Source: an optimization exercise on an open RTL-to-GDS flow (aim: small area, a short achievable clock period and few clock cycles per item). Production flows keep margins and buffers that such runs may drop. Where RTL was checked, it was by simulation tests only, not by an equivalence proof against the original. Only the layout flow was run in runs 1 to 6; the RTL was not checked for function there. Power figures rest on the tool's default switching activity, not on a simulated workload.

### flow/run.sh
#!/bin/bash
set -euo pipefail
bash standard.sh SETUP_SLACK_MARGIN=8.4 finish > make_finish.log 2>&1
### standard.sh
#!/bin/bash
# synth_recipe.tcl (not shown) runs the flow's synth.tcl, then flattens the netlist and writes it again
# the make line also repeats each setting of config.mk as NAME=value (left out here)
make -C /OpenROAD-flow-scripts/flow DESIGN_CONFIG=/design/flow/config.mk WORK_HOME=/design/flow/orfs CLKGATE_MAP_FILE= SYNTH_SCRIPT=/design/flow/synth_recipe.tcl "${@:-finish}"
### config.mk
export PLATFORM = sky130hd
export DESIGN_NAME = gf2_rank
export DESIGN_NICKNAME = gf2_rank
export VERILOG_FILES = /design/flow/design.v
export SDC_FILE = /design/flow/constraint.sdc
export NUM_CORES = 4
export LEC_CHECK = 0
export CAP_MARGIN = 20
export CORE_MARGIN = 2
export CORE_UTILIZATION = 30
export SLEW_MARGIN = 20
### constraint.sdc
create_clock -name core_clock -period 12.0 [get_ports {clk}]
set_input_delay 2.4000 -clock core_clock [delete_from_list [all_inputs] [get_ports {clk}]]
set_output_delay 2.4000 -clock core_clock [all_outputs]
set_load 0.01 [all_outputs]
### design.v
module gf2_rank (
    input  wire         clk,
    input  wire         rst,
    input  wire         start,
    input  wire [4:0]   rows_in,
    input  wire [5:0]   cols_in,
    output wire         ready,
    input  wire         row_valid,
    input  wire [31:0]  row_in,       
    output wire         row_ready,
    output reg          done,
    output wire [2:0]   err,
    output wire [5:0]   rank_out
);
    localparam NMAX = 32;
    localparam [NMAX-1:0] CUT = (32'd1 << 3) | (32'd1 << 10) | (32'd1 << 17) | (32'd1 << 24);
    localparam FIRST = 3;              
    reg        loading;                    
    reg  [4:0] rem;                        
    reg        bad_r;                      
    reg        bad_q;                      
    reg  [4:0] cnt;                        
    reg  [NMAX-1:0] valid;                 
    reg  [5:0] n_r;                        
    reg        init;                       
    reg        rdy;                        
    assign ready     = rdy;
    assign row_ready = loading;
    assign err       = {1'b0, bad_q, bad_q};
    assign rank_out  = {1'b0, cnt};
    wire take      = row_valid & loading;
    wire take_last = take & (rem == 5'd1);
    wire [NMAX*(NMAX+1)-1:0] rbus;
    wire [NMAX:0] lbus, pbus, ebus;
    assign rbus[NMAX-1:0] = row_in;
    assign lbus[0] = take;
    assign pbus[0] = take;
    assign ebus[0] = take_last;
    genvar c;
    generate
        for (c = 0; c < NMAX; c = c + 1) begin : col
            wire [NMAX-1:0] rin;
            wire            lin, pin, ein;
            if (c > 0 && CUT[c]) begin : pipe
                reg [NMAX-1:0] r;
                reg            l, p, e;
                always @(posedge clk) begin
                    r <= rbus[NMAX*c +: NMAX];
                    if (rst) begin
                        l <= 1'b0;
                        p <= 1'b0;
                        e <= 1'b0;
                    end else begin
                        l <= lbus[c];
                        p <= pbus[c];
                        e <= ebus[c];
                    end
                end
                assign rin = r;
                assign lin = l;
                assign pin = p;
                assign ein = e;
            end else begin : thru
                assign rin = rbus[NMAX*c +: NMAX];
                assign lin = lbus[c];
                assign pin = pbus[c];
                assign ein = ebus[c];
            end
            reg  [NMAX-1:0] slot;
            wire [NMAX-1:0] hi  = ~((32'd2 << c) - 32'd1);
            wire            hit = rin[c];
            wire            put = lin & hit & ~valid[c];
            wire            red = hit & valid[c];
            always @(posedge clk)
                if (put)
                    slot <= rin & hi;
            assign rbus[NMAX*(c+1) +: NMAX] = rin ^ ({NMAX{red}} & slot & hi);
            assign lbus[c+1] = lin & ~(hit & ~valid[c]);
            assign pbus[c+1] = pin;
            assign ebus[c+1] = ein;
            if (c < FIRST) begin : v0
                always @(posedge clk)
                    if (start)
                        valid[c] <= (cols_in <= c);
                    else if (put)
                        valid[c] <= 1'b1;
            end else begin : v1
                always @(posedge clk)
                    if (init)
                        valid[c] <= (n_r <= c);
                    else if (put)
                        valid[c] <= 1'b1;
            end
        end
    endgenerate
    wire stored = pbus[NMAX] & ~lbus[NMAX];
    wire fin    = ebus[NMAX];
    always @(posedge clk) begin
        if (rst) begin
            done    <= 1'b0;
            init    <= 1'b0;
        end else begin
            done <= (start && rows_in == 5'd0) || fin;
            init <= start;
        end
        rdy     <= rst | (start & (rows_in == 5'd0)) | (~start & (rdy | fin));
        loading <= ~rst & ((start & (rows_in != 5'd0)) | (~start & loading & ~take_last));
        bad_q   <= start ? ((rows_in > 5'd16) | (cols_in > 6'd32)) : bad_r;
        if (start) begin
            n_r   <= cols_in;
            rem   <= rows_in;
            bad_r <= (rows_in > 5'd16) || (cols_in > 6'd32);
        end else if (take) begin
            rem   <= rem - 5'd1;
        end
        if (start || bad_r)
            cnt <= 5'd0;
        else
            cnt <= cnt ^ ({&cnt[3:0], &cnt[2:0], &cnt[1:0], cnt[0], 1'b1} & {5{stored}});
    end
endmodule
==> results.ini, run 1 <==
[synth]
synthArstFlopShare_pct = 0
synth_edf_count = 540
synth.distinct_cells = 88
synth_area_per_cell_um2 = 12.6
synth_area_um2 = 28000
syn-instance-count = 2226
ys.flop_type = edfxtp_1
ys_seq_area_share_pct = 64.7
yosysWarnings = 1
ys_ff_latch = 636

[global_routing]
busiest_layer = met2
grt_max_degree = 45
grtUsageMet2_pct = 18.9
grtUsageTotal_pct = 11.2
antenna_found_initial = 0
grt_pass1_vias = 16600
grt_use_met3_pct = 2.19
grt_pass1_wl_mm = 86.7
gr-total-overflow = 0
grtUsageMet1_pct = 14.3

[drt]
route.final.wire_length_mm = 54.7
firstDrtPassIters = 8
drcViolationCount = 0
num_vias = 16300
drtIter0Drc = 874
drt-wirelength-per-cell_um = 14.7
via_per_inst = 4.37
drtAntennaViolNets = 0

[critical_path]
worstPathRequired_ns = 12.55
r2r_cells = 14
cp-startpoint = valid[24]
critPathCapture = cnt[0]
r2r-start = valid[24]
crit_fanout = 7
rr_endpoint = cnt[0]
worst-endpoint-arrival_ns = 4.51
startpoint_type = flop
worst_setup_path_end_kind = flop
critPathKind = reg2reg
r2r_setup_slack_ns = 8.04

[floorplan]
io_pins = 59
fp-row-count = 112
start_util_pct = 30.2
core_um2 = 92900
dieArea_um2 = 95800
die_w_um = 310
fp.dieH_um = 310

[power_and_ir_drop]
ir_drop_uv = 150
power_switching_mw = 2.75
seq_power_share_pct = 36.1
sw_frac_of_total_pct = 33.1
pwr-share-clk_pct = 24.1
powerDensity_nw_per_um2 = 235
power_frac_comb_pct = 39.8
leakage_nw = 11.8
internal-power_mw = 5.54

[clock_tree]
cts_buffers = 66
cts.clk_slew.worst_paths_ns = 0.06
cts_tree = done
cts_buffer_depth = 3
hold_buffers = 0
cts.sinks = 636
cts-root-buf = clkbuf_16
h-tree-depth = 3
clk_latency_ns = 0.61

[run_status]
status = complete, no violations

[sta]
max_freq_mhz = 252
fin_setup_tns_ns = 0
finClkSkew_ns = 0.0226
slew-limit-headroom_pct = 7.44
whs_ns = 0.435
setup_viol = 0
maxSlewViolCount = 0
period_share_pct = 33.0
min_period_ns = 3.96
fin_ws_ns = 8.04
hold_viol = 0
tightestPinTransition_ns = 1.39
rsz0062_at_grt = true

[placed_design]
hpwlAfterDp_mm = 34.8
pre_cts_ws_ns = 6.08
port_buffers = 56
gp_congestion = 0.736

[final_layout]
final_common_cell = edfxtp_1
drive_above_1_share_pct = 22.4
area_growth_pct = 26.0
nets = 2470
antennaDiodeCount = 0
layout_common_cells = 540 x edfxtp_1, 437 x nand2_1, 371 x xnor2_1

[min_path]
hold_path_class = reg2reg

[run]
maxCapViolations = 0

## power groups by stage
stage               Clock (mW)  Sequential (mW)  Combinational (mW)
floorplan                    0             2.97                2.00
global placement             0             3.02                2.41
detailed placement           0             3.03                2.49
CTS                       2.06             2.99                2.87
global route              2.14             3.01                3.58
finish                    2.00             2.99                3.30
## sequential cells by signal (all words and copies together) (netlist names), 4 cells and up
signal      cells
cnt             5
col.pipe.e      4
col.pipe.l      4
col.pipe.p      4
col.pipe.r     74
col.slot      496
n_r             6
rem             5
valid          32
## repair_timing
action | 4_1_cts | 5_1_grt
setup buffers | 69 | 41
cloned | 12 | 6
resized for setup | 185 | 136
setup endpoints to repair | 350 | 247
pin swaps | 52 | 61
## critical path, stage by stage (launching register included)
cell	delay [ns]
edfxtp_1	0.43
and3_4	0.25
buf_4	0.13
mux2i_4	0.35
xor2_4	0.16
or4_1	0.55
a22oi_1	0.19
and3b_2	0.30
buf_4	0.16
a21oi_1	0.31
xnor2_4	0.14
a221oi_4	0.41
nor2b_1	0.10
ha_2	0.32
and2_4	0.12
## cell families (layout without fill, tap and decap cells)
family / count (synthesis) / after routing / share of synthesized area, %
and+or+nand+nor: 824 / 831 / 13.4
DFF: 636 / 636 / 64.7
xor gates and xnor gates: 490 / 493 / 15.7
AOI/OAI and AO/OA: 131 / 132 / 3.21
buffers and inverters: 113 / 343 / 1.68
muxes: 28 / 28 / 1.13
adders and majority gates: 3 / 3 / 0.134
other: 1 / 2 / 0.0134
## worst min-delay path by stage
stage	start	endpoint	slack [ns]	depth (start not counted)
6_report	col[17].pipe.p	col[24].pipe.p	0.44	1
3_3_place_gp	col[10].pipe.p	col[17].pipe.p	0.42	1
4_1_cts	col[17].pipe.e	col[24].pipe.e	0.44	1
2_1_floorplan	col[24].pipe.r[25]	col[24].slot[25]	0.40	0
5_1_grt	col[17].pipe.p	col[24].pipe.p	0.45	1
3_5_place_dp	col[17].pipe.e	col[24].pipe.e	0.42	1
## cell usage after synthesis, types with 4 or more instances
| master | count | area share (%) |
|---|---|---|
| mux2i_1 | 14 | 0.50 |
| inv_1 | 29 | 0.39 |
| nand2b_1 | 12 | 0.27 |
| or2_2 | 29 | 0.65 |
| a31oi_1 | 6 | 0.13 |
| xor2_1 | 60 | 1.9 |
| o2111ai_1 | 4 | 0.13 |
| o31ai_1 | 4 | 0.11 |
| and3_1 | 8 | 0.18 |
| nor2_1 | 84 | 1.1 |
| nor3b_1 | 12 | 0.32 |
| o21ai_0 | 37 | 0.66 |
| nor3_1 | 26 | 0.46 |
| or3_1 | 6 | 0.13 |
| dfxtp_1 | 96 | 6.9 |
| edfxtp_1 | 540 | 58 |
| a211oi_1 | 4 | 0.11 |
| o211ai_1 | 7 | 0.19 |
| clkbuf_1 | 58 | 0.78 |
| nor2b_1 | 20 | 0.45 |
| buf_4 | 6 | 0.16 |
| buf_2 | 14 | 0.25 |
| or2_1 | 4 | 0.089 |
| xnor2_2 | 5 | 0.29 |
| and4_1 | 6 | 0.19 |
| nand3_1 | 96 | 1.7 |
| o21a_1 | 4 | 0.11 |
| nand3b_1 | 7 | 0.19 |
| and2_1 | 11 | 0.25 |
| a21oi_1 | 23 | 0.41 |
| o21bai_1 | 10 | 0.27 |
| nand2_1 | 470 | 6.3 |
| nand4_1 | 9 | 0.20 |
| mux2_2 | 10 | 0.40 |
| xnor2_1 | 419 | 13 |
## metrics by stage
stage	std cells	power (mW)	instance area, um^2	utilization, %
2_1_floorplan	2227	4.98	28600	-
4_1_cts	3674	7.91	34100	36.7
5_1_grt	3722	8.73	35300	38.0
3_3_place_gp	3476	5.43	30500	32.8
6_report	3722	8.29	35300	38.0
3_5_place_dp	3477	5.51	30500	32.8
## metal layers
metal / part of all wire, % / up-vias
met5: 0 / -
met3: 3.8 / 81
met2: 49 / 275
met1: 44 / 7861
li1: - / 8063
met4: 2.5 / 0
## cell type report
class / instances / area [um^2]
fill: 8681 / 57600
sequential: 636 / 18200
multi-input combinational: 1489 / 11300
timing repair buffer: 195 / 2010
clock buffer: 92 / 1800
tap: 1254 / 1570
clock inverter: 24 / 284
inverter: 32 / 120
==> inputs of run 2 (changes only) <==
--- a/design.v
+++ b/design.v
@@ -13,8 +13,8 @@
     output wire [5:0]   rank_out
 );
     localparam NMAX = 32;
-    localparam [NMAX-1:0] CUT = (32'd1 << 3) | (32'd1 << 10) | (32'd1 << 17) | (32'd1 << 24);
-    localparam FIRST = 3;              
+    localparam [NMAX-1:0] CUT = (32'd1 << 2) | (32'd1 << 11) | (32'd1 << 21);
+    localparam FIRST = 2;              
     reg        loading;                    
     reg  [4:0] rem;                        
     reg        bad_r;                      
==> results.ini, run 2 <==
[run_status]
status = complete, no violations

[sta]
fin_setup_tns_ns = 0
hold_viol = 0
min_period_ns = 4.96
setup_viol = 0
period_share_pct = 41.3
rsz0062_at_grt = true
tightestPinTransition_ns = 0.906
max_freq_mhz = 202
fin_ws_ns = 7.04
maxSlewViolCount = 0
finClkSkew_ns = 0.0277
slew-limit-headroom_pct = 39.6

[drt]
wl_met3_mm = 2.33
num_vias = 17900
wl_met2_mm = 31.1
drtIter0Drc = 1094
firstDrtPassIters = 5
m1WireLength_mm = 26.9
top_layer = met4
route.final.wire_length_mm = 61.5
via_per_inst = 4.53
drt-wirelength-per-cell_um = 15.5
drcViolationCount = 0
drtAntennaViolNets = 0

[power_and_ir_drop]
power_switching_mw = 4.30
pwr-share-clk_pct = 19.2
sw_frac_of_total_pct = 36.1
seq_power_share_pct = 25.0
leakage_nw = 13.8
powerDensity_nw_per_um2 = 298
power_frac_comb_pct = 55.7
internal-power_mw = 7.61
ir_drop_uv = 239

[critical_path]
r2r_cells = 19
rr_endpoint = cnt[3]
worst-endpoint-arrival_ns = 5.45
startpoint_type = flop
r2r_setup_slack_ns = 7.04
critPathKind = reg2reg
r2r-start = valid[21]
critPathCapture = cnt[3]
cp-startpoint = valid[21]
worstPathRequired_ns = 12.49
worst_setup_path_end_kind = flop
crit_fanout = 6

[clock_tree]
hold_buffers = 0
cts-root-buf = clkbuf_16
cts.sinks = 621
cts.clk_slew.worst_paths_ns = 0.06
cts_buffers = 69
cts_buffer_depth = 3
cts_tree = done
h-tree-depth = 3
clk_latency_ns = 0.62

[final_layout]
antennaDiodeCount = 0
area_growth_pct = 38.7
drive_above_1_share_pct = 33.6
layout_common_cells = 540 x edfxtp_1, 432 x nand2_1, 285 x xnor2_1
largest_reg_flops = 496
nets = 2690
final_common_cell = edfxtp_1
registers.top_by_ff_count = col.slot
reg_top3 = col.slot x496, col.pipe.r x62, valid x32

[global_routing]
antenna_found_initial = 0
grt_pass1_vias = 17700
grt_pass1_wl_mm = 93.2
grt_max_degree = 53
gr-total-overflow = 0
grtUsageTotal_pct = 11.6

[synth]
synth_edf_count = 540
ys.flop_type = edfxtp_1
yosys-top-cells-count = 540 x edfxtp_1, 527 x nand2_1, 410 x xnor2_1
synth_area_um2 = 28800
ys_ff_latch = 621
synth_area_per_cell_um2 = 12.3
synth_top_area_cell = edfxtp_1
yosys.area.top_type_share_pct = 56.3
synth_area_leaders = edfxtp_1 56%, xnor2_1 12%, nand2_1 6.9%
yosysWarnings = 1
ys_seq_area_share_pct = 61.9
synth.distinct_cells = 111
synthArstFlopShare_pct = 0
syn-instance-count = 2333
post-synth-top-count-cell = edfxtp_1

[placed_design]
hpwlAfterDp_mm = 35.5
pre_cts_ws_ns = 5.36
port_buffers = 56
gp_congestion = 0.765

[run]
maxCapViolations = 0

[floorplan]
dieArea_um2 = 98500
start_util_pct = 30.3
core_um2 = 95000
fp.dieH_um = 314
fp-row-count = 113
io_pins = 59
die_w_um = 314

[min_path]
hold_path_class = reg2reg

run 2: final cells by class:
type	instances	area (um^2)
tap	1265	1580
clock buffer	90	1910
fill	8480	55100
inverter	42	165
clock inverter	37	574
sequential	621	17900
timing repair buffer	313	3330
multi-input combinational	1593	14500
run 2: worst max-delay path, stage by stage (launching register included):
cell and delay, ns:
edfxtp_1 0.43, and3_4 0.27, mux2i_4 0.31, xnor2_4 0.16, mux2_4 0.33, o211ai_4 0.34
xnor2_4 0.18, nor3b_4 0.42, buf_4 0.20, o2bb2ai_4 0.14, or2_4 0.21, inv_6 0.05
and3_4 0.18, a2111oi_4 0.35, xor3_1 0.32, o221ai_4 0.20, a31oi_4 0.08, buf_4 0.17
or3b_1 0.36, mux2i_1 0.13
run 2: worst min path at each step:
| stage | from | slack [ns] | to | cells after the start |
|---|---|---|---|---|
| after global placement | col[2].pipe.e | 0.42 | col[11].pipe.e | 1 |
| after floorplan | col[21].pipe.r[22] | 0.41 | col[21].slot[22] | 0 |
| final | col[2].pipe.e | 0.44 | col[11].pipe.e | 1 |
| after CTS | col[2].pipe.p | 0.44 | col[11].pipe.p | 1 |
| after detailed placement | col[2].pipe.p | 0.42 | col[11].pipe.p | 1 |
| after global routing | col[2].pipe.p | 0.46 | col[11].pipe.p | 1 |
run 2: routing by layer:
| layer | GRT usage (%) | up-vias |
|---|---|---|
| met4 | 2.62 | 0 |
| met1 | 15.3 | 8771 |
| li1 | - | 8805 |
| met3 | 2.35 | 77 |
| met2 | 19.5 | 284 |
| met5 | 0 | - |
run 2: kinds of logic after synthesis:
group | Yosys count | synth area share, %
AOI/OAI and AO/OA | 219 | 6.07
xor gates and xnor gates | 487 | 15.6
adders and majority gates | 3 | 0.130
buffers and inverters | 129 | 1.97
DFF | 621 | 61.9
muxes | 16 | 0.678
other | 1 | 0.0130
and+or+nand+nor | 857 | 13.6
run 2: power by group through the flow:
stage / sequential, mW / combinational [mW] / clock (mW)
finish: 2.98 / 6.64 / 2.29
global route: 2.99 / 7.05 / 2.43
CTS: 2.98 / 5.20 / 2.34
detailed placement: 3.01 / 3.59 / 0
global placement: 3.01 / 3.55 / 0
floorplan: 2.97 / 2.96 / 0
run 2: timing repair:
action / 4_1_cts / 5_1_grt
endpoints found under the setup margin: 432 / 352
pin swaps: 99 / 147
gates resized for setup: 351 / 332
cloned: 16 / 9
setup buffers: 137 / 75
run 2: through the flow:
stage	hold slack, ns	util [%]	instance area (um^2)	std cells	power, mW
final	0.438	42.0	39900	3961	11.9
after global routing	0.456	42.0	39900	3961	12.5
after CTS	0.439	39.2	37300	3875	10.5
after detailed placement	0.425	33.3	31600	3595	6.61
after global placement	0.420	33.3	31600	3594	6.56
after floorplan	0.406	-	29700	2334	5.92
==> inputs of run 3 (changes only) <==
--- a/design.v
+++ b/design.v
@@ -13,13 +13,14 @@
     output wire [5:0]   rank_out
 );
     localparam NMAX = 32;
-    localparam [NMAX-1:0] CUT = (32'd1 << 2) | (32'd1 << 11) | (32'd1 << 21);
-    localparam FIRST = 2;              
+    localparam [NMAX-1:0] CUT = (32'd1 << 4) | (32'd1 << 11) | (32'd1 << 18) | (32'd1 << 25);
+    localparam FIRST = 4;              
     reg        loading;                    
     reg  [4:0] rem;                        
     reg        bad_r;                      
     reg        bad_q;                      
     reg  [4:0] cnt;                        
+    reg  [4:0] rank_q;                     
     reg  [NMAX-1:0] valid;                 
     reg  [5:0] n_r;                        
     reg        init;                       
@@ -27,7 +28,7 @@
     assign ready     = rdy;
     assign row_ready = loading;
     assign err       = {1'b0, bad_q, bad_q};
-    assign rank_out  = {1'b0, cnt};
+    assign rank_out  = {1'b0, rank_q};
     wire take      = row_valid & loading;
     wire take_last = take & (rem == 5'd1);
     wire [NMAX*(NMAX+1)-1:0] rbus;
@@ -95,6 +96,13 @@
     endgenerate
     wire stored = pbus[NMAX] & ~lbus[NMAX];
     wire fin    = ebus[NMAX];
+    wire [4:0] cnt_1 = start ? 5'd0 : cnt + 5'd1;
+    wire [4:0] cnt_0 = start ? 5'd0 : cnt;
+    wire [4:0] cnt_n = stored ? cnt_1 : cnt_0;
+    wire       clr   = start | bad_r;
+    wire [4:0] rnk_1 = clr ? 5'd0 : cnt + 5'd1;
+    wire [4:0] rnk_0 = clr ? 5'd0 : cnt;
+    wire [4:0] rnk_n = stored ? rnk_1 : rnk_0;
     always @(posedge clk) begin
         if (rst) begin
             done    <= 1'b0;
@@ -113,9 +121,7 @@
         end else if (take) begin
             rem   <= rem - 5'd1;
         end
-        if (start || bad_r)
-            cnt <= 5'd0;
-        else
-            cnt <= cnt ^ ({&cnt[3:0], &cnt[2:0], &cnt[1:0], cnt[0], 1'b1} & {5{stored}});
+        cnt    <= cnt_n;
+        rank_q <= rnk_n;
     end
 endmodule
==> flow/run.sh (replaced) <==
#!/bin/bash
set -euo pipefail
bash standard.sh SETUP_SLACK_MARGIN=8.35 finish > make_finish.log 2>&1
==> results.ini, run 3 <==
[run_status]
status = complete, no violations

[floorplan]
die_w_um = 314
fp.dieH_um = 314
core_um2 = 95200
start_util_pct = 30.3
io_pins = 59
dieArea_um2 = 98700
fp-row-count = 113

[power_and_ir_drop]
pwr-share-clk_pct = 27.4
internal-power_mw = 5.43
power_switching_mw = 2.56
power_mw = 8.00
leakage_nw = 12.3
sw_frac_of_total_pct = 32.1
power_frac_comb_pct = 35.1
powerDensity_nw_per_um2 = 223
seq_power_share_pct = 37.5
ir_drop_uv = 107

[clock_tree]
cts.sinks = 637
cts-root-buf = clkbuf_16
h-tree-depth = 3
cts_tree = done
cts.clk_slew.worst_paths_ns = 0.06
cts_buffers = 70
hold_buffers = 0
clk_latency_ns = 0.62
cts_buffer_depth = 3

[sta]
rsz0062_at_grt = true
fin_setup_tns_ns = 0
maxSlewViolCount = 0
max_freq_mhz = 250
hold_viol = 0
min_period_ns = 4.01
setup_viol = 0
slew-limit-headroom_pct = 30.1
period_share_pct = 33.4
fin_ws_ns = 7.99
finClkSkew_ns = 0.0316
tightestPinTransition_ns = 1.04

[placed_design]
port_buffers = 56
pre_cts_ws_ns = 5.32
placedCellCount = 3569
gp_congestion = 0.734
hpwlAfterDp_mm = 35.7

[final_layout]
nFillCells = 8919
drive_above_1_share_pct = 19.6
final_util_pct = 37.7
registers.top_by_ff_count = col.slot
multi_input_area_um2 = 11600
antennaDiodeCount = 0
final_common_cell = edfxtp_1
area_growth_pct = 24.4
largest_reg_flops = 496
layoutNonFillerInstCount = 3807
reg_top3 = col.slot x496, col.pipe.r x70, valid x32
regArea_um2 = 18200
layout_common_cells = 545 x edfxtp_1, 389 x nand2_1, 368 x xnor2_1
nets = 2535

[synth]
ys_ff_latch = 637
syn-instance-count = 2331
post-synth-top-count-cell = edfxtp_1
yosysWarnings = 1
synth_area_um2 = 28900
synthArstFlopShare_pct = 0
synth.distinct_cells = 79
synth_area_per_cell_um2 = 12.4
synth_top_area_cell = edfxtp_1
yosys.area.top_type_share_pct = 56.7
synth_area_leaders = edfxtp_1 57%, xnor2_1 13%, dfxtp_1 6.4%
yosys-top-cells-count = 545 x edfxtp_1, 426 x nand2_1, 423 x xnor2_1
synth_edf_count = 545
ys.flop_type = edfxtp_1
ys_seq_area_share_pct = 63.1

[drt]
drtAntennaViolNets = 0
top_layer = met4
drtIter0Drc = 927
wl_met2_mm = 28.9
drcViolationCount = 0
route.final.wire_length_mm = 57.9
drt-wirelength-per-cell_um = 15.2
wl_met3_mm = 1.99
num_vias = 17100
firstDrtPassIters = 5
m1WireLength_mm = 25.9
via_per_inst = 4.49

[min_path]
hold_path_class = reg2reg

[critical_path]
crit_fanout = 5
worstPathRequired_ns = 12.37
worst_setup_path_end_kind = flop
worst-endpoint-arrival_ns = 4.38
startpoint_type = input port
critPathKind = in2reg

[global_routing]
gr-total-overflow = 0
grt_pass1_wl_mm = 92.3
grt_pass1_vias = 16900
grt_max_degree = 47
antenna_found_initial = 0
grtUsageTotal_pct = 11.6

[run]
maxCapViolations = 0

-- run 3: area by class of cell --
class                           instances  share of cell area [%]
Clock buffer                           93                    5.38
Inverter                               36                   0.383
Tap cell                             1265                    4.41
Sequential cell                       637                    50.7
Timing Repair Buffer                  186                    5.49
Multi-Input combinational cell       1554                    32.4
Clock inverter                         36                    1.19
-- run 3: worst paths after layout --
path                       start               end  slack (ns)  cells after the start
setup / recovery       row_in[0]          valid[3]        7.99                     14
hold / removal    col[18].pipe.p    col[25].pipe.p        0.44                      1
setup reg to reg        valid[4]  col[10].slot[18]        8.38                     16
hold reg to reg   col[18].pipe.p    col[25].pipe.p        0.44                      1
-- run 3: worst max-delay path, stage by stage --
cell and delay (ns):
buf_12 0.08, nand3_4 0.09, xnor2_4 0.18, and2_4 0.19, nand2_4 0.07, xor2_4 0.19
nor2_4 0.15, buf_12 0.13, nand2_8 0.05, xor2_4 0.25, nor4_4 0.05, buf_6 0.14
buf_12 0.13, or2_2 0.27
-- run 3: what timing repair did --
action,CTS,global route
cloned,12,6
gates resized for setup,152,160
endpoints found under the setup margin,355,265
setup buffers,41,50
pin swaps,27,69
hold endpoints to repair,0,0
-- run 3: cell families (layout without fill, tap and decap cells) --
logic type / after synthesis / in the layout / synth area share, %
muxes: 68 / 68 / 2.44
and+or+nand+nor: 827 / 833 / 13.3
adders and majority gates: 3 / 3 / 0.130
AOI/OAI and AO/OA: 153 / 153 / 3.69
DFF: 637 / 637 / 63.1
xor gates and xnor gates: 493 / 495 / 15.1
other: 1 / 2 / 0.0130
buffers and inverters: 149 / 351 / 2.25
-- run 3: power groups by stage --
stage / Sequential, mW / Clock, mW / Combinational (mW)
2_1_floorplan: 2.97 / 0 / 2.02
3_3_place_gp: 3.03 / 0 / 2.40
3_5_place_dp: 3.03 / 0 / 2.46
4_1_cts: 2.99 / 2.26 / 2.65
5_1_grt: 3.02 / 2.34 / 3.10
6_report: 3.00 / 2.19 / 2.81
-- run 3: through the flow --
| stage | hold slack [ns] | instance area, um^2 |
|---|---|---|
| after floorplan | 0.406 | 29200 |
| after global placement | 0.415 | 31000 |
| after detailed placement | 0.425 | 31100 |
| after CTS | 0.438 | 34600 |
| after global routing | 0.455 | 35900 |
| final | 0.438 | 35900 |
-- run 3: layer usage --
layer	global-route usage (%)	vias to the layer above
met3	2.17	81
met1	14.9	8341
li1	-	8433
met4	3.37	0
met2	19.8	231
met5	0	-
==> inputs of run 4 (changes only) <==
==> flow/run.sh (replaced) <==
#!/bin/bash
set -euo pipefail
bash standard.sh SETUP_SLACK_MARGIN=8.35 "BUFFER_PORTS_ARGS=-buffer_cell sky130_fd_sc_hd__buf_2" finish > make_finish.log 2>&1
--- a/config.mk
+++ b/config.mk
@@ -7,5 +7,6 @@
 export LEC_CHECK = 0
 export CAP_MARGIN = 20
 export CORE_MARGIN = 2
-export CORE_UTILIZATION = 30
+export CORE_UTILIZATION = 50
+export CTS_BUF_LIST = sky130_fd_sc_hd__clkbuf_8
 export SLEW_MARGIN = 20
==> results.ini, run 4 <==
[power_and_ir_drop]
leakage_nw = 12.2
seq_power_share_pct = 38.0
ir_drop_uv = 106
internal-power_mw = 5.26
power_switching_mw = 2.63
power_frac_comb_pct = 36.6
sw_frac_of_total_pct = 33.4
pwr-share-clk_pct = 25.4
powerDensity_nw_per_um2 = 227

[floorplan]
core_um2 = 57400
fp.dieH_um = 244
die_w_um = 244
fp-row-count = 88
io_pins = 59
dieArea_um2 = 59700
start_util_pct = 50.3

[synth]
yosys.area_share.simple_pct = 13.3
synth_mux_area_share_pct = 2.44
ys.flop_type = edfxtp_1
yosys.area.top_type_share_pct = 56.7
syn-instance-count = 2331
synth_xor_area_share_pct = 15.1
synth_area_leaders = edfxtp_1 57%, xnor2_1 13%, dfxtp_1 6.4%
yosysWarnings = 1
synth_fa_ha_area_share_pct = 0.130
ys_seq_area_share_pct = 63.1
post-synth-top-count-cell = edfxtp_1
synth_top_family_by_area = XOR/XNOR gates
synth_area_per_cell_um2 = 12.4
synth_area_um2 = 28900
synth.distinct_cells = 79
synth_top_area_cell = edfxtp_1
ys_ff_latch = 637
yosys-top-cells-count = 545 x edfxtp_1, 426 x nand2_1, 423 x xnor2_1
synth_edf_count = 545
synth-compound-area-share_pct = 3.69
synthArstFlopShare_pct = 0

[sta]
setup_viol = 0
slew-limit-headroom_pct = 28.1
tightestPinTransition_ns = 1.07
max_freq_mhz = 258
finClkSkew_ns = 0.0342
maxSlewViolCount = 0
rsz0062_at_grt = true
hold_viol = 0
fin_setup_tns_ns = 0
fin_ws_ns = 8.12
min_period_ns = 3.88
period_share_pct = 32.3

[global_routing]
grt_pass1_wl_mm = 92.4
grtUsageTotal_pct = 19.2
grt_max_degree = 47
grt_pass1_vias = 17800
gr-total-overflow = 0
antenna_found_initial = 3

[final_layout]
largest_reg_flops = 496
nets = 2562
registers.top_by_ff_count = col.slot
fin_area_um2 = 34800
drive_above_1_share_pct = 22.1
layout_common_cells = 545 x edfxtp_1, 401 x nand2_1, 380 x xnor2_1
reg_top3 = col.slot x496, col.pipe.r x70, valid x32
final_common_cell = edfxtp_1
area_growth_pct = 20.6
layoutNonFillerInstCount = 3372

[drt]
top_layer = met4
wl_met3_mm = 1.82
drt-wirelength-per-cell_um = 17.0
num_vias = 17300
drcViolationCount = 0
route.final.wire_length_mm = 57.3
m1WireLength_mm = 24.3
drtAntennaViolNets = 0
via_per_inst = 5.13
drtIter0Drc = 944
wl_met2_mm = 29.7
firstDrtPassIters = 5

[run_status]
status = complete, no violations

[critical_path]
r2r_cells = 14
worst_setup_path_end_kind = flop
r2r_setup_slack_ns = 8.36
crit_fanout = 7
cp-startpoint = row_in[0]
rr_endpoint = col[10].slot[24]
critPathKind = in2reg
r2r-start = valid[4]
startpoint_type = input port
worstPathRequired_ns = 12.43
worst-endpoint-arrival_ns = 4.31
critPathCapture = col[3].slot[12]

[placed_design]
port_buffers = 56
gp_congestion = 0.785
pre_cts_ws_ns = 6.41
placedCellCount = 3066
place_area_um2 = 30100
hpwlAfterDp_mm = 35.3

[clock_tree]
cts-root-buf = clkbuf_8
hold_buffers = 0
cts_tree = done
h-tree-depth = 3
cts.sinks = 637
cts_buffer_depth = 3
clk_latency_ns = 0.71
cts.clk_slew.worst_paths_ns = 0.06
cts_buffers = 106

[min_path]
hold_path_class = reg2reg

[run]
maxCapViolations = 0

==> run 4: cell types whose count changed in the layout (fill, tap and decap cells not counted), sizes merged, moves of 3 or more <==
cell / previous run / this run
clkdlybuf4s50: 41 / 0
diode: 0 / 3
clkinvlp: 3 / 6
clkbuf: 99 / 131
dlygate4sd2: 7 / 0
clkinv: 20 / 37
inv: 42 / 58
buf: 128 / 172
==> run 4: critical path, cell delays in order <==
cell     delay (ns)
buf_8          0.08
nand3_4        0.07
xnor2_2        0.17
and2_4         0.18
buf_12         0.11
nand2_8        0.06
xor2_4         0.16
nor2_4         0.15
buf_12         0.12
nand2_8        0.05
xor2_4         0.17
nor4_4         0.16
buf_6          0.15
buf_8          0.13
buf_16         0.13
==> run 4: repair_timing <==
action	in CTS	in global routing
resized for setup	128	128
pin swaps	50	37
gates cloned	14	4
setup endpoints to repair	318	278
setup buffers	51	34
==> run 4: worst min path at each step <==
stage	startpoint	endpoint	slack [ns]	cells past startpoint
finish	col[11].pipe.e	col[18].pipe.e	0.44	1
global placement	col[4].pipe.e	col[11].pipe.e	0.42	1
floorplan	col[11].pipe.r[12]	col[11].slot[12]	0.41	0
CTS	col[4].pipe.p	col[11].pipe.p	0.44	1
global route	col[11].pipe.e	col[18].pipe.e	0.45	1
detailed placement	col[4].pipe.p	col[11].pipe.p	0.42	1
==> run 4: per-layer routing <==
metal,up-vias,global-route usage [%]
met3,110,3.56
met2,247,34.0
met1,8439,23.6
li1,8495,-
met5,-,0
met4,0,6.60
==> run 4: per-stage QoR <==
| stage | power (mW) | hold slack (ns) | util, % |
|---|---|---|---|
| global placement | 5.45 | 0.416 | 52.5 |
| global route | 8.33 | 0.455 | 60.7 |
| finish | 7.89 | 0.436 | 60.7 |
| floorplan | 4.98 | 0.406 | - |
| detailed placement | 5.51 | 0.420 | 52.5 |
| CTS | 7.75 | 0.437 | 58.8 |
==> run 4: final cells by class <==
cell class | count | area, um^2
Antenna cell | 3 | 7.51
Clock buffer | 129 | 1780
Clock inverter | 71 | 512
Fill cell | 4468 | 22600
Inverter | 36 | 138
Multi-Input combinational cell | 1555 | 11600
Sequential cell | 637 | 18200
Tap cell | 765 | 957
Timing Repair Buffer | 176 | 1630
==> run 4: power groups by stage <==
stage	sequential (mW)	combinational [mW]	clock, mW
floorplan	2.97	2.02	0
global placement	3.03	2.42	0
detailed placement	3.04	2.47	0
CTS	3.00	2.69	2.06
global route	3.02	3.16	2.16
finish	3.00	2.89	2.01
==> run 4: cell families (layout without fill, tap and decap cells) <==
logic type      after synthesis  in the layout
simple gates                827            833
other cells                   1              5
buf+inv                     149            412
fa+ha+maj                     3              3
xor+xnor                    493            496
flops                       637            637
compound gates              153            153
mux                          68             68
==> inputs of run 5 (changes only) <==
--- a/design.v
+++ b/design.v
@@ -13,8 +13,8 @@
     output wire [5:0]   rank_out
 );
     localparam NMAX = 32;
-    localparam [NMAX-1:0] CUT = (32'd1 << 4) | (32'd1 << 11) | (32'd1 << 18) | (32'd1 << 25);
-    localparam FIRST = 4;              
+    localparam [NMAX-1:0] CUT = (32'd1 << 3) | (32'd1 << 10) | (32'd1 << 18) | (32'd1 << 25);
+    localparam FIRST = 3;              
     reg        loading;                    
     reg  [4:0] rem;                        
     reg        bad_r;                      
@@ -31,12 +31,14 @@
     assign rank_out  = {1'b0, rank_q};
     wire take      = row_valid & loading;
     wire take_last = take & (rem == 5'd1);
+    wire flush     = rst | start;
     wire [NMAX*(NMAX+1)-1:0] rbus;
     wire [NMAX:0] lbus, pbus, ebus;
     assign rbus[NMAX-1:0] = row_in;
     assign lbus[0] = take;
     assign pbus[0] = take;
     assign ebus[0] = take_last;
+    wire [NMAX-1:0] fin_v, now_v, pre_v;
     genvar c;
     generate
         for (c = 0; c < NMAX; c = c + 1) begin : col
@@ -47,7 +49,7 @@
                 reg            l, p, e;
                 always @(posedge clk) begin
                     r <= rbus[NMAX*c +: NMAX];
-                    if (rst) begin
+                    if (flush) begin
                         l <= 1'b0;
                         p <= 1'b0;
                         e <= 1'b0;
@@ -92,17 +94,58 @@
                     else if (put)
                         valid[c] <= 1'b1;
             end
+            if (c >= FIRST && (c == NMAX - 1 || CUT[c+1])) begin : cend
+                wire sel;
+                if (c == NMAX - 1)
+                    assign sel = (n_r > lo(c));
+                else if (lo(c) == FIRST)
+                    assign sel = (n_r <= c + 1);
+                else
+                    assign sel = (n_r > lo(c)) & (n_r <= c + 1);
+                wire lq, pq;
+                if (c == NMAX - 1) begin : stat
+                    reg l, p;
+                    always @(posedge clk)
+                        if (flush) begin
+                            l <= 1'b0;
+                            p <= 1'b0;
+                        end else begin
+                            l <= lbus[c+1];
+                            p <= pbus[c+1];
+                        end
+                    assign lq = l;
+                    assign pq = p;
+                end else begin : nxt
+                    assign lq = col[c+1].pipe.l;
+                    assign pq = col[c+1].pipe.p;
+                end
+                assign fin_v[c] = sel & ebus[c+1];
+                assign now_v[c] = sel & pbus[c+1] & ~lbus[c+1];
+                assign pre_v[c] = sel & pq & ~lq;
+            end else begin : cmid
+                assign fin_v[c] = 1'b0;
+                assign now_v[c] = 1'b0;
+                assign pre_v[c] = 1'b0;
+            end
         end
     endgenerate
-    wire stored = pbus[NMAX] & ~lbus[NMAX];
-    wire fin    = ebus[NMAX];
-    wire [4:0] cnt_1 = start ? 5'd0 : cnt + 5'd1;
-    wire [4:0] cnt_0 = start ? 5'd0 : cnt;
-    wire [4:0] cnt_n = stored ? cnt_1 : cnt_0;
+    function integer lo;
+        input integer c;
+        integer i;
+        begin
+            lo = 0;
+            for (i = 1; i <= c; i = i + 1)
+                if (CUT[i])
+                    lo = i;
+        end
+    endfunction
+    wire fin = |fin_v;                     
+    wire now = |now_v;                     
+    wire pre = |pre_v;                     
     wire       clr   = start | bad_r;
-    wire [4:0] rnk_1 = clr ? 5'd0 : cnt + 5'd1;
-    wire [4:0] rnk_0 = clr ? 5'd0 : cnt;
-    wire [4:0] rnk_n = stored ? rnk_1 : rnk_0;
+    wire [4:0] acc   = cnt + {4'd0, pre};
+    wire [4:0] rnk_1 = clr ? 5'd0 : acc + 5'd1;
+    wire [4:0] rnk_0 = clr ? 5'd0 : acc;
     always @(posedge clk) begin
         if (rst) begin
             done    <= 1'b0;
@@ -121,7 +164,7 @@
         end else if (take) begin
             rem   <= rem - 5'd1;
         end
-        cnt    <= cnt_n;
-        rank_q <= rnk_n;
+        cnt    <= start ? 5'd0 : acc;
+        rank_q <= now ? rnk_1 : rnk_0;
     end
 endmodule
==> results.ini, run 5 <==
[final_layout]
area_growth_pct = 20.9
registers.top_by_ff_count = col.slot
multi_input_area_um2 = 11800
nets = 2589
final_common_cell = edfxtp_1
layout_common_cells = 540 x edfxtp_1, 477 x nand2_1, 393 x xnor2_1
largest_reg_flops = 496
regArea_um2 = 18300
nFillCells = 4496
drive_above_1_share_pct = 22.7
antennaDiodeCount = 0
reg_top3 = col.slot x496, col.pipe.r x72, valid x32
fin_area_um2 = 34700

[critical_path]
critPathKind = reg2reg
worst-endpoint-arrival_ns = 4.41
worst_setup_path_end_kind = flop
r2r_setup_slack_ns = 7.98
r2r_cells = 15
crit_fanout = 5
worstPathRequired_ns = 12.39
rr_endpoint = col[17].slot[21]
startpoint_type = flop
r2r-start = valid[10]

[floorplan]
dieArea_um2 = 59400
start_util_pct = 50.7
io_pins = 59
die_w_um = 244
fp.dieH_um = 244
core_um2 = 56600
fp-row-count = 87

[synth]
post-synth-top-count-cell = edfxtp_1
syn-instance-count = 2321
ys_seq_area_share_pct = 63.5
ys.flop_type = edfxtp_1
synth_edf_count = 540
synth.distinct_cells = 92
ys_ff_latch = 641
yosysWarnings = 1
yosys-top-cells-count = 540 x edfxtp_1, 509 x nand2_1, 456 x xnor2_1
synth_top_area_cell = edfxtp_1
synth_area_leaders = edfxtp_1 56%, xnor2_1 14%, dfxtp_1 7.0%
yosys.area.top_type_share_pct = 56.5
synth_area_per_cell_um2 = 12.4
synthArstFlopShare_pct = 0
synth_area_um2 = 28700

[global_routing]
antenna_found_initial = 0
grt_pass1_wl_mm = 87.7
grt_pass1_vias = 17400
grt_max_degree = 54
grtUsageTotal_pct = 18.2
gr-total-overflow = 0

[placed_design]
port_buffers = 56
hpwlAfterDp_mm = 35.1
place_area_um2 = 30100
gp_congestion = 0.806

[sta]
min_period_ns = 4.02
hold_viol = 0
tightestPinTransition_ns = 0.881
setup_viol = 0
rsz0062_at_grt = true
fin_setup_tns_ns = 0
max_freq_mhz = 249
period_share_pct = 33.5
slew-limit-headroom_pct = 41.1
finClkSkew_ns = 0.0276
maxSlewViolCount = 0

[power_and_ir_drop]
ir_drop_uv = 138
powerDensity_nw_per_um2 = 234
leakage_nw = 12.1

[run_status]
status = complete, no violations

[clock_tree]
h-tree-depth = 3
cts.clk_slew.worst_paths_ns = 0.06
clk_latency_ns = 0.68
cts_buffer_depth = 3
cts.sinks = 641
cts_buffers = 105
cts-root-buf = clkbuf_8
cts_tree = done

[drt]
via_per_inst = 5.07
drcViolationCount = 0
drtIter0Drc = 843
drtAntennaViolNets = 0
drt-wirelength-per-cell_um = 16.1
firstDrtPassIters = 7
route.final.wire_length_mm = 54.5
num_vias = 17100

[min_path]
min-delay-start = col[3].pipe.r[24]
whs_path_depth = 0
hold_path_class = reg2reg
hold_end = col[3].slot[24]

[run]
maxCapViolations = 0

run 5: worst max-delay path: stages, from the launching register on:
cell and delay, ns:
edfxtp_1 0.41, and3_4 0.26, mux2i_4 0.31, xor2_4 0.12
or4_4 0.53, and4_4 0.23, nor4_4 0.29, xnor2_2 0.14
buf_4 0.16, o21ai_4 0.17, and3_4 0.25, nor2b_2 0.17
o21ai_2 0.08, a211oi_4 0.35, buf_6 0.16, buf_16 0.10
run 5: cell type report:
type | instances | area share, %
clock buffers | 122 | 4.84
clock inverters | 74 | 1.08
inverters | 45 | 0.486
multi-input cells | 1560 | 33.9
flip-flops and latches | 641 | 52.6
well taps | 756 | 2.72
repair buffers | 184 | 4.43
run 5: worst max path at each step:
stage	start	to	slack, ns	cells after the start
2_1_floorplan	row_in[0]	valid[2]	7.62	8
3_3_place_gp	valid[10]	valid[17]	7.09	13
3_5_place_dp	valid[10]	valid[17]	6.90	13
4_1_cts	valid[10]	rank_q[0]	8.00	14
5_1_grt	valid[10]	rank_q[0]	7.82	14
6_report	valid[10]	col[17].slot[21]	7.98	15
run 5: per-stage QoR:
step	hold slack [ns]	instances	power, mW	worst slack [ns]	utilization, %
2_1_floorplan	0.403	2322	4.95	7.62	-
3_3_place_gp	0.438	3068	5.37	7.09	53.2
3_5_place_dp	0.438	3068	5.44	6.90	53.2
4_1_cts	0.445	3326	7.62	8.00	58.8
5_1_grt	0.455	3382	8.59	7.82	61.3
6_report	0.443	3382	8.13	7.98	61.3
run 5: timing repair:
item	CTS	global route
endpoints found under the setup margin	310	207
resized for setup	105	151
hold buffers	0	0
pin swaps	27	74
gates cloned	9	4
setup buffers	53	52
run 5: kinds of logic after synthesis:
group	synth area share [%]
buffers and inverters	1.82
DFF	63.5
muxes	0.980
adders and majority gates	0.218
and+or+nand+nor	13.6
AOI/OAI and AO/OA	4.45
xor gates and xnor gates	15.4
other	0.0131
run 5: routing by layer:
| layer | vias to the layer above | share of wire (%) | global-route usage [%] |
|---|---|---|---|
| met1 | 8292 | 42 | 22.3 |
| met2 | 267 | 52 | 32.3 |
| met5 | - | 0 | 0 |
| li1 | 8496 | - | - |
| met3 | 94 | 3.4 | 3.69 |
| met4 | 0 | 2.3 | 5.45 |
run 5: where the power goes:
part	switching [mW]	internal, mW
combinational	1.70	1.61
sequential	0.130	2.88
clock	0.828	0.986
total	2.66	5.47
==> inputs of run 6 (changes only) <==
--- a/design.v
+++ b/design.v
@@ -13,7 +13,7 @@
     output wire [5:0]   rank_out
 );
     localparam NMAX = 32;
-    localparam [NMAX-1:0] CUT = (32'd1 << 3) | (32'd1 << 10) | (32'd1 << 18) | (32'd1 << 25);
+    localparam [NMAX-1:0] CUT = (32'd1 << 3) | (32'd1 << 9) | (32'd1 << 15) | (32'd1 << 21) | (32'd1 << 27);
     localparam FIRST = 3;              
     reg        loading;                    
     reg  [4:0] rem;                        
==> results.ini, run 6 <==
[run_status]
status = complete, no violations

[power_and_ir_drop]
pwr-share-clk_pct = 28.1
power_switching_mw = 2.11
ir_drop_uv = 111
seq_power_share_pct = 43.9
internal-power_mw = 4.78
powerDensity_nw_per_um2 = 211
leakage_nw = 11.0
sw_frac_of_total_pct = 30.6
power_frac_comb_pct = 28.1

[synth]
ys_ff_latch = 657
ys_seq_area_share_pct = 64.5
yosys.area.top_type_share_pct = 56.4
yosysWarnings = 1
post-synth-top-count-cell = edfxtp_1
syn-instance-count = 2290
synth_mux_area_share_pct = 0.913
synth_top_family_by_area = XOR/XNOR gates
yosys.area_share.simple_pct = 13.1
synth_area_leaders = edfxtp_1 56%, xnor2_1 14%, dfxtp_1 8.1%
synth_fa_ha_area_share_pct = 0.217
synth_top_area_cell = edfxtp_1
synthArstFlopShare_pct = 0
synth_area_per_cell_um2 = 12.6
synth.distinct_cells = 89
synth_xor_area_share_pct = 15.4
yosys-top-cells-count = 540 x edfxtp_1, 515 x nand2_1, 460 x xnor2_1
synth-compound-area-share_pct = 3.94
synth_area_um2 = 28800
ys.flop_type = edfxtp_1
synth_edf_count = 540

[final_layout]
regArea_um2 = 18600
nFillCells = 4689
registers.top_by_ff_count = col.slot
largest_reg_flops = 496
reg_top3 = col.slot x496, col.pipe.r x85, valid x32
layout_common_cells = 540 x edfxtp_1, 492 x nand2_1, 454 x xnor2_1
area_growth_pct = 13.2
nets = 2462
drive_above_1_share_pct = 16.0
multi_input_area_um2 = 10100
final_common_cell = edfxtp_1

[drt]
drcViolationCount = 0
drtAntennaViolNets = 0
drtIter0Drc = 833
num_vias = 16200
drt-wirelength-per-cell_um = 15.1
firstDrtPassIters = 5
route.final.wire_length_mm = 49.3
via_per_inst = 4.97

[sta]
fin_ws_ns = 8.40
tightestPinTransition_ns = 0.870
slew-limit-headroom_pct = 42.0
max_freq_mhz = 277
fin_setup_tns_ns = 0
min_period_ns = 3.60
setup_viol = 0
finClkSkew_ns = 0.0319
maxSlewViolCount = 0
whs_ns = 0.445
rsz0062_at_grt = true
period_share_pct = 30.0
hold_viol = 0

[placed_design]
gp_congestion = 0.766
pre_cts_ws_ns = 7.19
port_buffers = 56
hpwlAfterDp_mm = 33.8

[critical_path]
startpoint_type = flop
worst_setup_path_end_kind = flop
worst-endpoint-arrival_ns = 4.16
crit_path_max_incr_delay_ns = 0.69
worstPathRequired_ns = 12.56
path_cells = o21ai_0, nor3b_1, o21ai_0, nand4_1, ha_1, ha_1, xnor2_1, nor2_1, nand4_1, o221ai_2, a311o_1
crit_fanout = 13
critPathKind = reg2reg
critPathSlowestCell = o21ai_0

[clock_tree]
cts.sinks = 657
cts_tree = done
cts.clk_slew.worst_paths_ns = 0.06
h-tree-depth = 3
cts-root-buf = clkbuf_8
cts_buffer_depth = 3
clk_latency_ns = 0.70
cts_buffers = 109

[floorplan]
die_w_um = 244
fp.dieH_um = 244
dieArea_um2 = 59500
start_util_pct = 50.8
io_pins = 59
fp-row-count = 87
core_um2 = 56600

[global_routing]
antenna_found_initial = 0
gr-total-overflow = 0
grtUsageTotal_pct = 17.0
grt_pass1_vias = 16600
grt_max_degree = 52
grt_pass1_wl_mm = 82.9

[run]
maxCapViolations = 0

[min_path]
hold_path_class = reg2reg

==> run 6: cell types whose count changed after synthesis, sizes merged, moves of 6 or more <==
cell	change
or3	-6
a211oi	+7
o21ai	-9
a21oi	-6
and3	-6
dfxtp	+16
nand2	+7
buf	+27
clkbuf	-26
and2	+9
nand4b	-6
o2111ai	-6
inv	-6
==> run 6: cell type report <==
cell class	count	area share [%]
inverters	39	0.450
clock buffers	127	5.37
diodes	1	0.00768
well taps	756	2.90
repair buffers	91	1.78
clock inverters	81	1.44
multi-input cells	1512	31.0
flip-flops and latches	657	57.0
==> run 6: stage by stage <==
step                area [um^2]  power [mW]  utilization, %  instances
floorplan                 29000        4.62               -       2291
global placement          30000        4.91            53.0       3040
detailed placement        30000        4.98            53.0       3040
CTS                       32300        6.97            57.1       3256
global route              32600        7.29            57.5       3263
finish                    32600        6.88            57.5       3264
==> run 6: kinds of logic after synthesis <==
group	count (synthesis)
AND/OR/NAND/NOR	827
flip-flops	657
XOR/XNOR	500
AO/OA/AOI/OAI	151
buffers and inverters	125
multiplexers	24
adder cells (fa/ha/maj)	5
other	1
==> run 6: path summary, 6_finish.rpt <==
path | startpoint | end | slack [ns] | cells after the start
max | n_r[2] | rank_q[4] | 8.40 | 11
min | col[3].pipe.r[28] | col[3].slot[28] | 0.44 | 0
max reg2reg | n_r[2] | rank_q[4] | 8.40 | 11
min reg2reg | col[3].pipe.r[28] | col[3].slot[28] | 0.44 | 0
==> run 6: power by group through the flow <==
stage | combinational [mW] | sequential (mW) | clock, mW
2_1_floorplan | 1.61 | 3.01 | 0
3_3_place_gp | 1.85 | 3.06 | 0
3_5_place_dp | 1.91 | 3.07 | 0
4_1_cts | 1.94 | 3.02 | 2.01
5_1_grt | 2.15 | 3.04 | 2.10
6_report | 1.93 | 3.02 | 1.93
==> run 6: worst max-delay path: cells and delay by family, from the launching register on <==
| kind | cells | cell delay, ns |
|---|---|---|
| compound gates | 4 | 1.35 |
| simple gates | 4 | 0.60 |
| flops | 1 | 0.58 |
| fa+ha+maj | 2 | 0.47 |
| xor+xnor | 1 | 0.47 |
==> run 6: timing repair <==
item | CTS | global route
pin swaps | 2 | 3
gates resized for setup | 24 | 28
buffers inserted | 5 | 7
hold buffers | 0 | 0
endpoints found under the hold margin | 0 | 0
setup endpoints to repair | 210 | 155
cloned | 3 | 0
==> run 6: layer usage <==
layer  routed length, um  GRT usage, %
met5                   0             0
met4                1290          5.77
met3                1930          3.49
met2               24600          29.1
met1               21500          21.4
==> inputs of run 7 (changes only) <==
--- a/design.v
+++ b/design.v
@@ -83,16 +83,10 @@
             assign ebus[c+1] = ein;
             if (c < FIRST) begin : v0
                 always @(posedge clk)
-                    if (start)
-                        valid[c] <= (cols_in <= c);
-                    else if (put)
-                        valid[c] <= 1'b1;
+                    valid[c] <= (start & (cols_in <= c)) | (~start & (valid[c] | put));
             end else begin : v1
                 always @(posedge clk)
-                    if (init)
-                        valid[c] <= (n_r <= c);
-                    else if (put)
-                        valid[c] <= 1'b1;
+                    valid[c] <= (init & (n_r <= c)) | (~init & (valid[c] | put));
             end
             if (c >= FIRST && (c == NMAX - 1 || CUT[c+1])) begin : cend
                 wire sel;
--- a/config.mk
+++ b/config.mk
@@ -9,4 +9,6 @@
 export CORE_MARGIN = 2
 export CORE_UTILIZATION = 50
 export CTS_BUF_LIST = sky130_fd_sc_hd__clkbuf_8
+export CTS_CLUSTER_DIAMETER = 50
+export CTS_CLUSTER_SIZE = 20
 export SLEW_MARGIN = 20
==> results.ini, run 7 <==
[power_and_ir_drop]
internal-power_mw = 4.19
power_frac_comb_pct = 28.5
ir_drop_uv = 111
seq_power_share_pct = 47.8
power_switching_mw = 1.97
powerDensity_nw_per_um2 = 195
leakage_nw = 10.3
pwr-share-clk_pct = 23.7
sw_frac_of_total_pct = 32.0

[drt]
num_vias = 16200
drt-wirelength-per-cell_um = 15.5
drtAntennaViolNets = 0
via_per_inst = 5.09
drcViolationCount = 0
drtIter0Drc = 810
route.final.wire_length_mm = 49.6
firstDrtPassIters = 5

[clock_tree]
cts.clk_slew.worst_paths_ns = 0.11
cts_buffer_depth = 3
cts-root-buf = clkbuf_8
cts_buffers = 56
hold_buffers = 0
clk_latency_ns = 0.69
h-tree-depth = 2
cts_tree = done
cts.sinks = 657

[global_routing]
grt_pass1_wl_mm = 82.9
grt_max_degree = 52
antenna_found_initial = 1
grt_pass1_vias = 16300
gr-total-overflow = 0
grtUsageTotal_pct = 16.9

[final_layout]
final_util_pct = 55.8
layout_common_cells = 508 x edfxtp_1, 497 x nand2_1, 455 x xnor2_1
reg_top3 = col.slot x496, col.pipe.r x85, valid x32
final_common_cell = edfxtp_1
registers.top_by_ff_count = col.slot
area_growth_pct = 9.83
nets = 2442
largest_reg_flops = 496
drive_above_1_share_pct = 13.5

[synth]
synthArstFlopShare_pct = 0
ys_seq_area_share_pct = 63.4
synth_area_per_cell_um2 = 12.4
ys_ff_latch = 657
synth_area_leaders = edfxtp_1 53%, xnor2_1 14%, dfxtp_1 10%
synth_area_um2 = 28800
post-synth-top-count-cell = nand2_1
yosys.area.top_type_share_pct = 53.0
synth_edf_count = 508
yosys-top-cells-count = 510 x nand2_1, 508 x edfxtp_1, 461 x xnor2_1
syn-instance-count = 2328
ys.flop_type = edfxtp_1
synth_top_area_cell = edfxtp_1
yosysWarnings = 1
synth.distinct_cells = 94

[sta]
fin_setup_tns_ns = 0
finClkSkew_ns = 0.0239
min_period_ns = 3.59
rsz0062_at_grt = true
max_freq_mhz = 279
slew-limit-headroom_pct = 40.7
tightestPinTransition_ns = 0.890
setup_viol = 0
maxSlewViolCount = 0
hold_viol = 0
period_share_pct = 29.9

[placed_design]
hpwlAfterDp_mm = 33.9
gp_congestion = 0.783
port_buffers = 56

[critical_path]
r2r-start = valid[9]
rr_endpoint = col[14].slot[25]
worst_setup_path_end_kind = flop
worst-endpoint-arrival_ns = 3.99
r2r_setup_slack_ns = 8.56
critPathKind = in2reg
worstPathRequired_ns = 12.40
r2r_cells = 11
crit_fanout = 15
startpoint_type = input port

[floorplan]
io_pins = 59
fp.dieH_um = 244
fp-row-count = 87
die_w_um = 244
dieArea_um2 = 59500
core_um2 = 56600
start_util_pct = 50.8

[run]
maxCapViolations = 0

[min_path]
min-delay-start = col[3].pipe.r[17]
whs_path_depth = 0
hold_end = col[3].slot[17]
hold_path_class = reg2reg

[run_status]
status = complete, no violations

==> run 7: cell count changes after synthesis, sizes merged, moves of 10 or more <==
cell,previous run,this run
clkbuf,42,52
a21oi,13,41
nor2,55,78
nor3b,20,4
edfxtp,540,508
or2,38,10
dfxtp,117,149
==> run 7: metal layers <==
| layer | track usage [%] | wire length, um | up-vias |
|---|---|---|---|
| met5 | 0 | 0 | - |
| met4 | 4.30 | 1000 | 0 |
| met3 | 2.92 | 1780 | 70 |
| met1 | 22.3 | 22300 | 7844 |
| li1 | - | - | 8106 |
| met2 | 29.0 | 24600 | 227 |
==> run 7: what timing repair did <==
action,CTS,global route
pin swaps,5,3
hold endpoints to repair,0,0
setup buffers,8,1
gates resized for setup,19,33
setup endpoints to repair,148,171
cloned,5,0
==> run 7: cell type report <==
cell class / count / area, um^2
Antenna cell: 1 / 2.50
Clock inverter: 47 / 566
Inverter: 45 / 169
Tap cell: 756 / 946
Fill cell: 4806 / 25000
Multi-Input combinational cell: 1543 / 10300
Sequential cell: 657 / 18300
Clock buffer: 57 / 785
Timing Repair Buffer: 87 / 561
==> run 7: how the worst max path moves through the flow <==
stage / start / endpoint / depth (start not counted)
after detailed placement: row_in[0] / col[3].pipe.r[7] / 10
after CTS: col[9].pipe.r[9] / col[14].slot[25] / 11
after global placement: row_in[0] / col[3].pipe.r[17] / 10
after floorplan: row_in[0] / col[3].pipe.r[21] / 11
final: row_in[0] / col[2].slot[27] / 9
after global routing: col[21].pipe.r[22] / col[27].pipe.r[29] / 11
==> run 7: power by group through the flow <==
stage | Sequential (mW) | Clock [mW] | Combinational (mW)
floorplan | 2.93 | 0 | 1.48
global placement | 2.99 | 0 | 1.70
detailed placement | 2.99 | 0 | 1.74
CTS | 2.94 | 1.52 | 1.76
global route | 2.97 | 1.60 | 1.95
finish | 2.95 | 1.46 | 1.76
==> run 7: worst max-delay path, cell delays in order <==
cell	delay [ns]
clkbuf_4	0.18
and2_4	0.16
nand2_2	0.08
xnor2_4	0.18
and2_4	0.16
nand2_2	0.08
xnor2_4	0.31
and3_4	0.26
buf_12	0.15
==> run 7: per-stage QoR <==
step	area (um^2)	cells	total power, mW	hold slack (ns)	setup slack [ns]
after floorplan	29000	2329	4.41	0.406	8.12
after global placement	29900	3073	4.69	0.437	7.22
after detailed placement	29900	3074	4.73	0.438	7.17
after CTS	31500	3191	6.23	0.459	8.35
after global routing	31600	3193	6.52	0.470	8.33
final	31600	3193	6.16	0.458	8.41
==> run 7: cell families (layout without fill, tap and decap cells) <==
logic type / Yosys count / in the layout / share of synthesized area (%)
adder cells (fa/ha/maj): 5 / 5 / 0.217
AO/OA/AOI/OAI: 184 / 184 / 4.49
AND/OR/NAND/NOR: 822 / 827 / 12.9
flip-flops: 657 / 657 / 63.4
other: 1 / 3 / 0.0130
XOR/XNOR: 503 / 503 / 15.9
buffers and inverters: 134 / 236 / 2.16
multiplexers: 22 / 22 / 0.952
Testbench counts of run 7, summed over its fixed seeds: cycles 12,029, items 960.
==> inputs of run 8 (changes only) <==
--- a/config.mk
+++ b/config.mk
@@ -9,6 +9,4 @@
 export CORE_MARGIN = 2
 export CORE_UTILIZATION = 50
 export CTS_BUF_LIST = sky130_fd_sc_hd__clkbuf_8
-export CTS_CLUSTER_DIAMETER = 50
-export CTS_CLUSTER_SIZE = 20
 export SLEW_MARGIN = 20
==> results.ini, run 8 <==
[floorplan]
fp.dieH_um = 244
core_um2 = 56600
fp-row-count = 87
start_util_pct = 50.8
die_w_um = 244
dieArea_um2 = 59500
io_pins = 59

[synth]
post-synth-top-count-cell = nand2_1
ys_seq_area_share_pct = 63.4
synth.distinct_cells = 94
synth_area_um2 = 28800
ys.flop_type = edfxtp_1
synth_edf_count = 508
yosys.area.top_type_share_pct = 53.0
syn-instance-count = 2328
synth_area_per_cell_um2 = 12.4
yosysWarnings = 1
ys_ff_latch = 657
synth_top_area_cell = edfxtp_1
synthArstFlopShare_pct = 0
yosys-top-cells-count = 510 x nand2_1, 508 x edfxtp_1, 461 x xnor2_1
synth_area_leaders = edfxtp_1 53%, xnor2_1 14%, dfxtp_1 10%

[clock_tree]
cts-root-buf = clkbuf_8
cts_tree = done
cts_buffers = 106
cts_buffer_depth = 3
cts.sinks = 657
clk_latency_ns = 0.70
h-tree-depth = 3
cts.clk_slew.worst_paths_ns = 0.06

[min_path]
hold_path_class = reg2reg

[sta]
slew-limit-headroom_pct = 41.9
fin_ws_ns = 8.39
tightestPinTransition_ns = 0.869
finClkSkew_ns = 0.0335
rsz0062_at_grt = true
maxSlewViolCount = 0
period_share_pct = 30.1
min_period_ns = 3.61
whs_ns = 0.442
fin_setup_tns_ns = 0
max_freq_mhz = 277
hold_viol = 0
setup_viol = 0

[power_and_ir_drop]
ir_drop_uv = 127
internal-power_mw = 4.61
powerDensity_nw_per_um2 = 204
seq_power_share_pct = 44.7
power_switching_mw = 1.99
pwr-share-clk_pct = 28.6
power_frac_comb_pct = 26.7
sw_frac_of_total_pct = 30.2
leakage_nw = 10.9

[drt]
firstDrtPassIters = 6
drt-wirelength-per-cell_um = 15.4
drcViolationCount = 0
wl_met3_mm = 2.01
drtIter0Drc = 893
via_per_inst = 5.03
top_layer = met4
num_vias = 16600
m1WireLength_mm = 22.6
route.final.wire_length_mm = 50.8
wl_met2_mm = 25.1
drtAntennaViolNets = 0

[final_layout]
reg_top3 = col.slot x496, col.pipe.r x85, valid x32
drive_above_1_share_pct = 14.6
nets = 2493
final_common_cell = edfxtp_1
final_util_pct = 57.2
largest_reg_flops = 496
registers.top_by_ff_count = col.slot
layout_common_cells = 508 x edfxtp_1, 497 x nand2_1, 455 x xnor2_1
area_growth_pct = 12.6

[run_status]
status = complete, no violations

[global_routing]
grtUsageTotal_pct = 17.4
grt_pass1_vias = 16800
antenna_found_initial = 1
grt_max_degree = 52
grt_pass1_wl_mm = 84.5
gr-total-overflow = 0

[critical_path]
critPathKind = in2reg
startpoint_type = input port
worst_setup_path_end_kind = flop
worstPathRequired_ns = 12.39
crit_fanout = 15
worst-endpoint-arrival_ns = 4.00

[placed_design]
gp_congestion = 0.783
pre_cts_ws_ns = 7.17
port_buffers = 56
hpwlAfterDp_mm = 33.9

[run]
maxCapViolations = 0

[run 8: cell counts after synthesis]
No cell type changed its count.
[run 8: power groups by stage]
stage	Sequential, mW	Combinational [mW]	Clock [mW]
detailed placement	2.99	1.74	0
global route	2.97	1.95	2.05
global placement	2.99	1.70	0
floorplan	2.93	1.48	0
CTS	2.95	1.76	1.95
finish	2.95	1.76	1.89
[run 8: layout make-up]
class	count	area, um^2
Multi-Input combinational cell	1544	10300
Tap cell	756	946
Inverter	45	169
Timing Repair Buffer	87	561
Sequential cell	657	18200
Antenna cell	1	2.50
Clock buffer	130	1790
Fill cell	4765	24200
Clock inverter	72	359
[run 8: final timing paths]
kind                                    startpoint                to  slack [ns]  depth (start not counted)
worst min register to register  col[15].pipe.r[21]  col[15].slot[21]        0.44                          0
worst min-delay path            col[15].pipe.r[21]  col[15].slot[21]        0.44                          0
worst max register to register            valid[3]         rank_q[1]        8.52                         11
worst max-delay path                     row_in[0]   col[2].slot[21]        8.39                          9
[run 8: routing by layer]
metal / GRT usage, % / up-vias
met2: 29.5 / 255
met1: 22.4 / 7967
met3: 3.66 / 88
met5: 0 / -
met4: 5.36 / 0
li1: - / 8243
[run 8: cell families after synthesis]
kind of cell,synth area share (%)
flip-flops,63.4
AO/OA/AOI/OAI,4.49
AND/OR/NAND/NOR,12.9
multiplexers,0.952
other,0.0130
adder cells (fa/ha/maj),0.217
buffers and inverters,2.16
XOR/XNOR,15.9
[run 8: critical path, cell delays in order]
cell and delay, ns:
buf_4 0.15, and2_4 0.16, nand2_2 0.08, xnor2_4 0.19, and2_4 0.17, nand2_2 0.08, xnor2_4 0.33, and3_4 0.26
buf_12 0.16
[run 8: per-stage QoR]
stage | std cells | area, um^2 | power (mW)
4_1_cts | 3290 | 32200 | 6.66
5_1_grt | 3292 | 32400 | 6.97
3_3_place_gp | 3073 | 29900 | 4.69
2_1_floorplan | 2329 | 29000 | 4.41
6_report | 3292 | 32400 | 6.60
3_5_place_dp | 3074 | 29900 | 4.73
[run 8: repair_timing]
| action | 4_1_cts | 5_1_grt |
|---|---|---|
| pin swaps | 5 | 3 |
| buffers inserted | 8 | 1 |
| setup endpoints to repair | 147 | 174 |
| resized for setup | 18 | 29 |
| cloned | 6 | 0 |
| hold buffers | 0 | 0 |

==> what the ideal ports hide <==
No port has a modelled driver above. Below, the same layouts with a new extraction and two added sets of constraints. Step 1 assumes that a clkbuf_16 drives the clock port and a buf_2 every other input. Step 2 times the ports against the registers' clock, not the clock port: input delays grow and output delays shrink by t, the midpoint of the rising clock arrivals with the driver on. a / b / c = ideal / step 1 / step 2; a / b = the first two.
run | t, ns | setup WS [ns] | worst setup path after step 2 | clock arrival spread, ns | pins driven straight from the clock port
run 1 | 0.661 | 8.037 / 8.037 / 7.740 | input to register | 0.024 / 0.025 | 1
run 2 | 0.665 | 7.043 / 7.043 / 7.043 | register to register | 0.029 / 0.030 | 1
run 3 | 0.674 | 7.994 / 7.997 / 7.322 | input to register | 0.033 / 0.033 | 1
run 4 | 0.758 | 8.122 / 8.130 / 7.371 | input to register | 0.039 / 0.039 | 1
run 5 | 0.726 | 7.983 / 7.983 / 7.649 | input to register | 0.028 / 0.029 | 1
run 6 | 0.736 | 8.395 / 8.384 / 7.688 | input to register | 0.032 / 0.032 | 1
run 7 | 0.734 | 8.410 / 8.385 / 7.708 | input to register | 0.031 / 0.030 | 1
run 8 | 0.738 | 8.385 / 8.376 / 7.679 | input to register | 0.036 / 0.036 | 1
After both steps every run listed still meets setup and hold. The setup slack of run 4, which loses most, moves by +0.008 ns with the drivers and by -0.751 ns with both steps.
